From an optimization exercise on the open Yosys and OpenROAD flow, aimed at small area, a short achievable clock period and few clock cycles per item; shortcuts taken in it are not production practice. No functional check of the RTL was part of this run. Power figures rest on the tool's default switching activity, not on a simulated workload.

===== flow/run.sh =====
#!/bin/bash
# synth_recipe.tcl (not shown) runs the flow's synth.tcl, then flattens the netlist and writes it again
# the make line also repeats each setting of config.mk as NAME=value (left out here)
make -C /OpenROAD-flow-scripts/flow DESIGN_CONFIG=/design/flow/config.mk WORK_HOME=/design/flow/orfs CLKGATE_MAP_FILE= SYNTH_SCRIPT=/design/flow/synth_recipe.tcl finish

===== flow/config.mk =====
export PLATFORM = sky130hd
export DESIGN_NAME = modexp64
export DESIGN_NICKNAME = modexp64
export VERILOG_FILES = /design/flow/design.v
export SDC_FILE = /design/flow/constraint.sdc
export NUM_CORES = 4
export LEC_CHECK = 0
export CAP_MARGIN = 20
export CORE_MARGIN = 2
export CORE_UTILIZATION = 40
export SLEW_MARGIN = 20

===== flow/constraint.sdc =====
create_clock -name core_clock -period 15.0 [get_ports {clk}]
set_input_delay 3.0000 -clock core_clock [delete_from_list [all_inputs] [get_ports {clk}]]
set_output_delay 3.0000 -clock core_clock [all_outputs]
set_load 0.01 [all_outputs]

===== flow/design.v =====
module modexp64 (
    input  wire        clk,
    input  wire        rst,
    input  wire        start,
    input  wire        op,
    input  wire [63:0] a,
    input  wire [63:0] e,
    input  wire [63:0] m,
    output wire        ready,
    output reg         done,
    output reg  [63:0] result,
    output reg  [3:0]  errcode
);
    localparam [3:0] ERR_NONE    = 4'd0;
    localparam [3:0] ERR_DOMAIN  = 4'd5;
    localparam [3:0] ERR_NOT_INV = 4'd7;
    localparam [3:0] S_IDLE  = 4'd0;
    localparam [3:0] S_RED   = 4'd1;    
    localparam [3:0] S_PCHK  = 4'd2;    
    localparam [3:0] S_MULR  = 4'd3;    
    localparam [3:0] S_MULB  = 4'd4;    
    localparam [3:0] S_ICHK  = 4'd5;    
    localparam [3:0] S_IDIV  = 4'd6;    
    reg [3:0]  state;
    reg        op_r;
    reg [63:0] mod_r;      
    reg [63:0] exp_r;      
    reg [63:0] base_r;     
    reg [63:0] res_r;      
    reg [63:0] r0, r1;     
    reg [63:0] t0, t1;     
    reg        neg0, neg1; 
    reg [5:0]  cnt;        
    assign ready = (state == S_IDLE);
    reg  [63:0] dvd;       
    reg  [63:0] dsr;       
    reg  [63:0] rem;       
    reg  [63:0] hacc;      
    wire [64:0] rem_sh   = {rem, dvd[63]};
    wire        q_bit    = (rem_sh >= {1'b0, dsr});
    wire [64:0] rem_sub  = rem_sh - {1'b0, dsr};
    wire [63:0] rem_next = q_bit ? rem_sub[63:0] : rem_sh[63:0];
    wire [63:0] hacc_next = {hacc[62:0], 1'b0} + (q_bit ? t1 : 64'd0);
    reg  [63:0] mx;        
    reg  [63:0] my;        
    reg  [63:0] macc;      
    wire [65:0] m_ext     = {2'b00, mod_r};
    wire [65:0] mac_sum   = {1'b0, macc, 1'b0} + (my[63] ? {2'b00, mx} : 66'd0);
    wire [65:0] mac_red1  = (mac_sum  >= m_ext) ? mac_sum  - m_ext : mac_sum;
    wire [65:0] mac_red2  = (mac_red1 >= m_ext) ? mac_red1 - m_ext : mac_red1;
    always @(posedge clk) begin
        if (rst) begin
            state   <= S_IDLE;
            done    <= 1'b0;
        end else begin
            done <= 1'b0;
            case (state)
            S_IDLE: begin
                if (start) begin
                    op_r  <= op;
                    mod_r <= m;
                    exp_r <= e;
                    if (m == 64'd0) begin
                        done    <= 1'b1;
                        errcode <= ERR_DOMAIN;
                    end else begin
                        dvd   <= a;
                        dsr   <= m;
                        rem   <= 64'd0;
                        hacc  <= 64'd0;
                        cnt   <= 6'd0;
                        state <= S_RED;
                    end
                end
            end
            S_RED: begin
                dvd <= {dvd[62:0], 1'b0};
                rem <= rem_next;
                cnt <= cnt + 6'd1;
                if (cnt == 6'd63) begin
                    if (op_r == 1'b0) begin
                        base_r <= rem_next;
                        res_r  <= (mod_r == 64'd1) ? 64'd0 : 64'd1;
                        state  <= S_PCHK;
                    end else begin
                        r0    <= mod_r;
                        r1    <= rem_next;
                        t0    <= 64'd0;
                        t1    <= 64'd1;
                        neg0  <= 1'b0;
                        neg1  <= 1'b0;
                        state <= S_ICHK;
                    end
                end
            end
            S_PCHK: begin
                cnt  <= 6'd0;
                macc <= 64'd0;
                if (exp_r == 64'd0) begin
                    done    <= 1'b1;
                    errcode <= ERR_NONE;
                    result  <= res_r;
                    state   <= S_IDLE;
                end else if (exp_r[0]) begin
                    mx    <= base_r;
                    my    <= res_r;
                    state <= S_MULR;
                end else begin
                    mx    <= base_r;
                    my    <= base_r;
                    state <= S_MULB;
                end
            end
            S_MULR: begin
                macc <= mac_red2[63:0];
                my   <= {my[62:0], 1'b0};
                cnt  <= cnt + 6'd1;
                if (cnt == 6'd63) begin
                    res_r <= mac_red2[63:0];
                    cnt   <= 6'd0;
                    macc  <= 64'd0;
                    mx    <= base_r;
                    my    <= base_r;
                    state <= S_MULB;
                end
            end
            S_MULB: begin
                macc <= mac_red2[63:0];
                my   <= {my[62:0], 1'b0};
                cnt  <= cnt + 6'd1;
                if (cnt == 6'd63) begin
                    base_r <= mac_red2[63:0];
                    exp_r  <= exp_r >> 1;
                    state  <= S_PCHK;
                end
            end
            S_ICHK: begin
                if (r1 == 64'd0) begin
                    done <= 1'b1;
                    if (r0 != 64'd1) begin
                        errcode <= ERR_NOT_INV;
                    end else begin
                        errcode <= ERR_NONE;
                        result  <= (neg0 && t0 != 64'd0) ? mod_r - t0 : t0;
                    end
                    state <= S_IDLE;
                end else begin
                    dvd   <= r0;
                    dsr   <= r1;
                    rem   <= 64'd0;
                    hacc  <= 64'd0;
                    cnt   <= 6'd0;
                    state <= S_IDIV;
                end
            end
            S_IDIV: begin
                dvd  <= {dvd[62:0], 1'b0};
                rem  <= rem_next;
                hacc <= hacc_next;
                cnt  <= cnt + 6'd1;
                if (cnt == 6'd63) begin
                    r0    <= r1;
                    r1    <= rem_next;
                    t0    <= t1;
                    t1    <= t0 + hacc_next;
                    neg0  <= neg1;
                    neg1  <= ~neg1;
                    state <= S_ICHK;
                end
            end
            default: state <= S_IDLE;
            endcase
        end
    end
endmodule

==> run summary <==
==> layer usage <==
| layer | vias up | share of wire | global-route usage | wire length (um) |
|---|---|---|---|---|
| li1 | 26529 | - | - | - |
| met1 | 28263 | 0.42 | 0.3908 | 111400 |
| met2 | 2345 | 0.44 | 0.4625 | 118600 |
| met3 | 467 | 0.073 | 0.04979 | 19440 |
| met4 | 6 | 0.065 | 0.1677 | 17300 |
| met5 | - | 0.00015 | 0 | 41 |
==> report_power, final <==
group	internal, uW	switching (uW)	total (uW)	leakage, uW
combinational	4530	8200	12700	0.0203
clock	1740	1310	3050	0.00193
sequential	4010	254	4260	0.00960
==> cell families after synthesis <==
family,after synthesis,share of synthesized area
AND/OR/NAND/NOR,2499,0.1693
flip-flops,1038,0.4514
adder cells (fa/ha/maj),451,0.08258
buffers and inverters,757,0.04241
XOR/XNOR,401,0.05092
multiplexers,221,0.03327
AO/OA/AOI/OAI,1822,0.1701
other,1,0.00005437
==> area by class of cell <==
type                            count  area (um^2)  area share
Timing Repair Buffer              334         3231     0.04138
Tap cell                         2310         2890     0.03702
Clock buffer                      141         3060     0.03920
Multi-Input combinational cell   5395        35230      0.4512
Antenna cell                        3        7.507  0.00009616
Inverter                          430         1614     0.02067
Sequential cell                  1038        31130      0.3987
Clock inverter                     77        912.1     0.01168
==> stage by stage <==
step / setup slack [ns] / cell area [um^2]
final: 2.469 / 78070
after global routing: 1.905 / 78070
after detailed placement: 2.445 / 74090
after global placement: 2.435 / 74050
after CTS: 2.370 / 78060
after floorplan: 0.9423 / 68970
==> worst max-delay path by stage <==
stage | start | to | slack (ns)
floorplan | start | exp_r[0]$_DFFE_PP_ | 0.94
global placement | my[63]$_DFFE_PP_ | base_r[49]$_DFFE_PP_ | 2.43
detailed placement | my[63]$_DFFE_PP_ | base_r[49]$_DFFE_PP_ | 2.45
CTS | my[63]$_DFFE_PP_ | base_r[49]$_DFFE_PP_ | 2.37
global route | my[63]$_DFFE_PP_ | base_r[49]$_DFFE_PP_ | 1.91
finish | my[63]$_DFFE_PP_ | base_r[49]$_DFFE_PP_ | 2.47
==> cell usage in the layout (no fill, tap or decap), types with 16 or more instances in the layout <==
cell type,netlist,final
or3_1,25,25
a21oi_1,549,547
edfxtp_1,1034,1034
nand2b_1,55,55
nand4_1,118,118
o21ai_0,385,382
o21ai_1,23,24
xor2_1,165,165
o21a_1,53,53
mux2i_1,155,155
and2_1,221,221
mux2_2,65,65
nor2_1,577,570
buf_4,5,65
o211ai_1,25,25
clkinv_2,0,25
nor3_1,84,81
clkdlybuf4s50_1,0,264
bufinv_16,0,16
ha_1,444,444
xnor2_1,236,236
nand2_1,947,944
a22oi_1,68,68
nor2b_1,68,67
inv_1,429,429
and3_1,125,123
clkbuf_1,295,22
clkbuf_16,0,119
o31ai_1,26,26
o31a_1,20,20
o21bai_1,77,77
a31oi_1,46,45
a222oi_1,63,63
nor4_1,119,107
clkinv_1,1,17
a211oi_1,43,42
a21o_1,271,271
nand3_1,97,97
==> results.yml <==
floorplan:
  dieArea_um2: 175800
  die_h_um: 419.2
  start_util: 0.4021
  boundaryPins: 266
  core_um2: 171500
  rows: 152
  die_w_um: 419.2
cells_and_area:
  layout-drive-gt1-share: 0.05448
  fillers: 16494
  final_core_util: 0.4551
  syn_to_final_growth_pct: 13.20
  nets: 7965
  instances_no_fill: 9728
timing:
  fin_skew_ns: 0.05421
  layout_min_cycle_time_ns: 12.53
  finalSetupViolCount: 0
  period_share: 0.8354
  maxSlewViolCount: 0
  relSlewSlack: 0.1180
  tightest_slew_ns: 1.311
  hold_viol: 0
  hold_slack_ns: 0.4471
  fmax_ghz: 0.07980
  rsz0062_at_grt: "false"
  setup-tns-final_ns: 0
clock_tree:
  clk_pin_slew_ns: 0.07
  cts_resized: 0
  clkSinkCount: 1038
  ctsHoldBuffers: 0
  cts_tree: "done"
  htreeDepth: 3
  cts_root_buffer: "clkbuf_16"
  cts_buffers: 119
  cts_buffer_depth: 3
  clk_latency_ns: 0.82
  post_cts_buffers: 0
min_path:
  timing.hold.worst_path_depth: 0
  hold_class: "reg -> reg"
  hold_path_startpoint: "base_r[38]$_DFFE_PP_"
  hold_path_end: "mx[38]$_DFFE_PP_"
logic_synthesis:
  yosys.area.top_type: "edfxtp_1"
  synth_edf_count: 1034
  synth-async-reset-ratio: 0
  synth_top_area_frac: 0.4502
  synth_seq_cells: 1038
  yosys-top-cells-area: "edfxtp_1, ha_1, nand2_1"
  post-synth-top-count-cell: "edfxtp_1"
  syn_inst: 7190
  syn-cell-area_um2: 68970
  ys_seq_area_frac: 0.4514
  yosysWarnings: 1
  synth_common_cells: "edfxtp_1, nand2_1, nor2_1"
  ys_types: 98
  avgSynthCellArea_um2: 9.592
  synth_flop_cell: "edfxtp_1"
  syn-num-nets: 7837
power_and_ir_drop:
  power.total_uw: 20040
  p_leak_uw: 0.03184
  irDropWorstVdd_v: 0.0002645
  power_density_nw_per_um2: 256.7
worst_setup_path:
  crit_slowest_cell: "edfxtp_1"
  required_ns: 15.51
  worstPathArrival_ns: 13.04
  path_class: "reg -> reg"
  cp.depth: 42
  critical_path_buf_inv_count: 4
  cp-end-kind: "flip-flop"
  reg2reg_depth: 42
  reg2reg_slack_ns: 2.47
  rr_startpoint: "my[63]$_DFFE_PP_"
  path_delay_family: "compound AO/OA/AOI/OAI gates"
  cp_max_fo: 66
  max_stage_delay_ns: 0.87
  cp-start-kind: "flip-flop"
  r2r_end: "base_r[49]$_DFFE_PP_"
global_route:
  grt_use_total: 0.2968
  grt_pass1_vias: 54546
  grt_overflow: 0
  grt_pass1_wl_um: 381400
  antenna_found_initial: 9
  grt_max_degree: 189
detailed_routing:
  wl_per_cell_um: 27.42
  num_vias: 57610
  wl_um: 266700
  drcViolationCount: 0
  ant_nets: 0
  drt_iter0_markers: 6751
  drtPass1Iterations: 9
  vias_per_cell: 5.922
placed_design:
  port_buffers: 264
  dp.final_hpwl_um: 204800
  placed_cells: 9507
  gp_congestion: 1.022
flow_run:
  drv_cap: 0
run_status:
  status: "finished clean"

static timing again, ports no longer ideal:
The results above use ideal ports. As a check the final layout listed here was re-extracted and re-timed, cells and wires unchanged.
Step 1 assumes that a clkbuf_16 drives the clock port and a buf_2 every other input.
Step 2 also shifts input and output timing later by t, the mid clock arrival at the registers, as if the neighbouring blocks saw the same clock.
Slacks: no drivers / after step 1 / after step 2; pairs: no drivers / after step 1.
shift t [ns]: 0.871
slack for setup (ns): 2.469 / 2.469 / 2.469
worst hold slack (ns): 0.447 / 0.447 / 0.447
worst register clock-pin slew, ns: 0.08 / 0.08
cell pins on the clock port's net: 1
After both steps setup and hold are still met in this run. The setup slack of this run moves by 0.000 ns with the drivers and by 0.000 ns with both steps.
